Background: an optimization exercise with open tools, aiming at small area, a short achievable clock period and few clock cycles per item. Do not read the settings as production practice. The RTL was checked by simulation tests, not by an equivalence proof against the original design. Power is estimated from default activity; no workload was simulated.

Setup of old:
## tilt_eq
module tilt_eq (
    input  wire        clk,
    input  wire        rst,           
    input  wire        cfg_we,
    input  wire [3:0]  cfg_addr,
    input  wire [31:0] cfg_wdata,
    input  wire        prep,          
    input  wire        in_valid,
    output wire        in_ready,
    input  wire        in_ch,
    input  wire [31:0] in_data,
    output reg         out_valid,
    output reg         out_ch,
    output reg  [31:0] out_data,
    output reg         idle
);
    localparam [31:0] ONE = 32'h3F800000;
    integer i;
    reg  [11:0] ph;
    reg         clr_r;
    always @(posedge clk) begin
        if (rst) ph <= 12'b0000_0100_0000;    
        else     ph <= {ph[10:0], ph[11]};
        clr_r       <= rst | prep;
    end
    assign in_ready = ph[6];
    reg [31:0] coef [0:9];
    reg [9:0]  cv;
    always @(posedge clk) begin
        for (i = 0; i < 10; i = i + 1)
            if (cfg_we && !rst && cfg_addr == i) begin
                coef[i] <= cfg_wdata;
                cv[i]   <= 1'b1;
            end else if (clr_r) begin
                cv[i]   <= 1'b0;
            end
    end
    function automatic [31:0] cread(input integer k);
  ...
clock: 22.0 ns
lec_check: 0
cap_margin: 10
core_margin: 2
core_utilization: 60
cts_cluster_diameter: 140
cts_cluster_size: 20
slew_margin: 10
standard.sh (not shown) runs the stock make flow with config.mk's settings and CLKGATE_MAP_FILE= SYNTH_SCRIPT=/design/flow/synth_recipe.tcl, a recipe that flattens the netlist after the stock synthesis.
==> flow/flow/run.sh <==
#!/bin/bash
# Layout: the standard flow (standard.sh) on every step, with ORFS's
# timing repair asked to reach further than the clock period requires and
# given more freedom. flow/make_vars.txt lists the ORFS settings passed to
# make on top of the standard ones:
#   SETUP_SLACK_MARGIN    repair_timing's setup margin (ns)
#   TNS_END_PERCENT       share of the failing endpoints repair_timing works on

# The clock, the SDC and every other setting stay as the standard flow has
# them. make's full output goes to flow_make.log in this folder; each ORFS
# step also keeps its own log under orfs/logs/.
set -euo pipefail
mapfile -t VARS < <(grep -v '^[[:space:]]*$' flow/make_vars.txt)
bash standard.sh "${VARS[@]}" finish > flow_make.log 2>&1
==> flow/flow/make_vars.txt <==
SETUP_SLACK_MARGIN=17
TNS_END_PERCENT=5
Testbench counts of old, summed over its fixed seeds: cycles 79,988, items 6,601.
diff inputs: old => new
==> flow/flow/make_vars.txt <==
SETUP_SLACK_MARGIN=16.4
TNS_END_PERCENT=5
--- a/flow/config.mk
+++ b/flow/config.mk
@@ -6,8 +6,8 @@
 export NUM_CORES = 4
 export LEC_CHECK = 0
-export CAP_MARGIN = 10
+export CAP_MARGIN = 20
 export CORE_MARGIN = 2
 export CORE_UTILIZATION = 60
 export CTS_CLUSTER_DIAMETER = 140
 export CTS_CLUSTER_SIZE = 20
-export SLEW_MARGIN = 10
+export SLEW_MARGIN = 20
Summary of new over old: area overhead of the layout relative to synthesis lost 0.89 points, top-level port count neither gained nor lost much, leakage power neither gained nor lost much. Summary — setup slack, new relative to old: lower, by 0.10 ns. Relative to old, critical path depth has gone up in new. Against old as the reference, new delivers a lower count of clock-buffer cells in the layout. | clock share of power | lower: old |. Diff new..old | fraction of area in multi-input gates | negligible. Compared to old, new has part of the cycle the worst path needs 0.46 points higher. Global-route wire length before repair shrinks slightly when moving from old to new.

== lane 1 ==
tilt_eq, a different RTL version from the one above (not shown whole).
Size: ~7300 cells after synthesis, about 1200 flip-flops.
export LEC_CHECK = 0
export CAP_MARGIN = 20
export CORE_MARGIN = 2
export CORE_UTILIZATION = 60
export CTS_CLUSTER_DIAMETER = 140
export CTS_CLUSTER_SIZE = 20
export SLEW_MARGIN = 20
create_clock -name core_clock -period 22.0 [get_ports {clk}]
==> flow/flow/make_vars.txt <==
SETUP_SLACK_MARGIN=17
TNS_END_PERCENT=5
Scripts as last shown in full above: flow/flow/run.sh
Lane 1: all stages complete, timing, DRC and antenna checks passed
Testbench counts of lane 1, summed over its fixed seeds: cycles 79,988, items 6,601.
Relative to lane 1, the following input files were edited for lane 2:
==> flow/flow/make_vars.txt <==
SETUP_SLACK_MARGIN=17
TNS_END_PERCENT=1
--- a/flow/config.mk
+++ b/flow/config.mk
@@ -9,3 +9,3 @@
 export CORE_MARGIN = 2
-export CORE_UTILIZATION = 60
+export CORE_UTILIZATION = 68
 export CTS_CLUSTER_DIAMETER = 140
Results
Lane 2 vs lane 1 — worst path setup slack after routing rose 11 ps.
Changes observed in lane 2 relative to lane 1: total of clock buffers placed in the layout lower; detailed-route wire length down 1.1%; reg-to-reg setup timing slack saw a decrease; leakage power summed over all cells shrank by 0.44%.
Lane 2 vs. lane 1: utilization went up by 8.3 points.
Of lane 2 and lane 1, the run reporting the lower critical path depth was lane 1.
The total inserted antenna cells reported for lane 2 is smaller than that of lane 1 by 1.

## separate check: timing with driven ports
How much do the figures lean on ideal ports? The routed layouts below were timed once more, with nothing changed but the port constraints.
Step 1 (the two cells are an assumption about what drives the block):
set clk [get_ports {clk}]
set_driving_cell -lib_cell sky130_fd_sc_hd__clkbuf_16 $clk
set_driving_cell -lib_cell sky130_fd_sc_hd__buf_2 [delete_from_list [all_inputs] $clk]
Step 2 also shifts input and output timing later by t, the mid clock arrival at the registers, as if the neighbouring blocks saw the same clock.
a / b / c = no drivers / after step 1 / after step 2; a / b = the first two.
| run | t, ns | setup slack, ns | worst setup path at the end | latest minus earliest clock arrival (ns) |
|---|---|---|---|---|
| old | 0.776 | 16.406 / 16.325 / 15.894 | input to register | 0.063 / 0.063 |
| new | 0.780 | 16.305 / 16.274 / 15.582 | input to register | 0.075 / 0.075 |
| lane 1 | 0.776 | 16.421 / 16.338 / 15.712 | input to register | 0.061 / 0.060 |
| lane 2 | 0.748 | 16.432 / 16.366 / 15.738 | input to register | 0.063 / 0.063 |
After both steps every run listed still meets setup and hold. The setup slack of new, which loses most, moves by -0.031 ns with the drivers and by -0.723 ns with both steps.
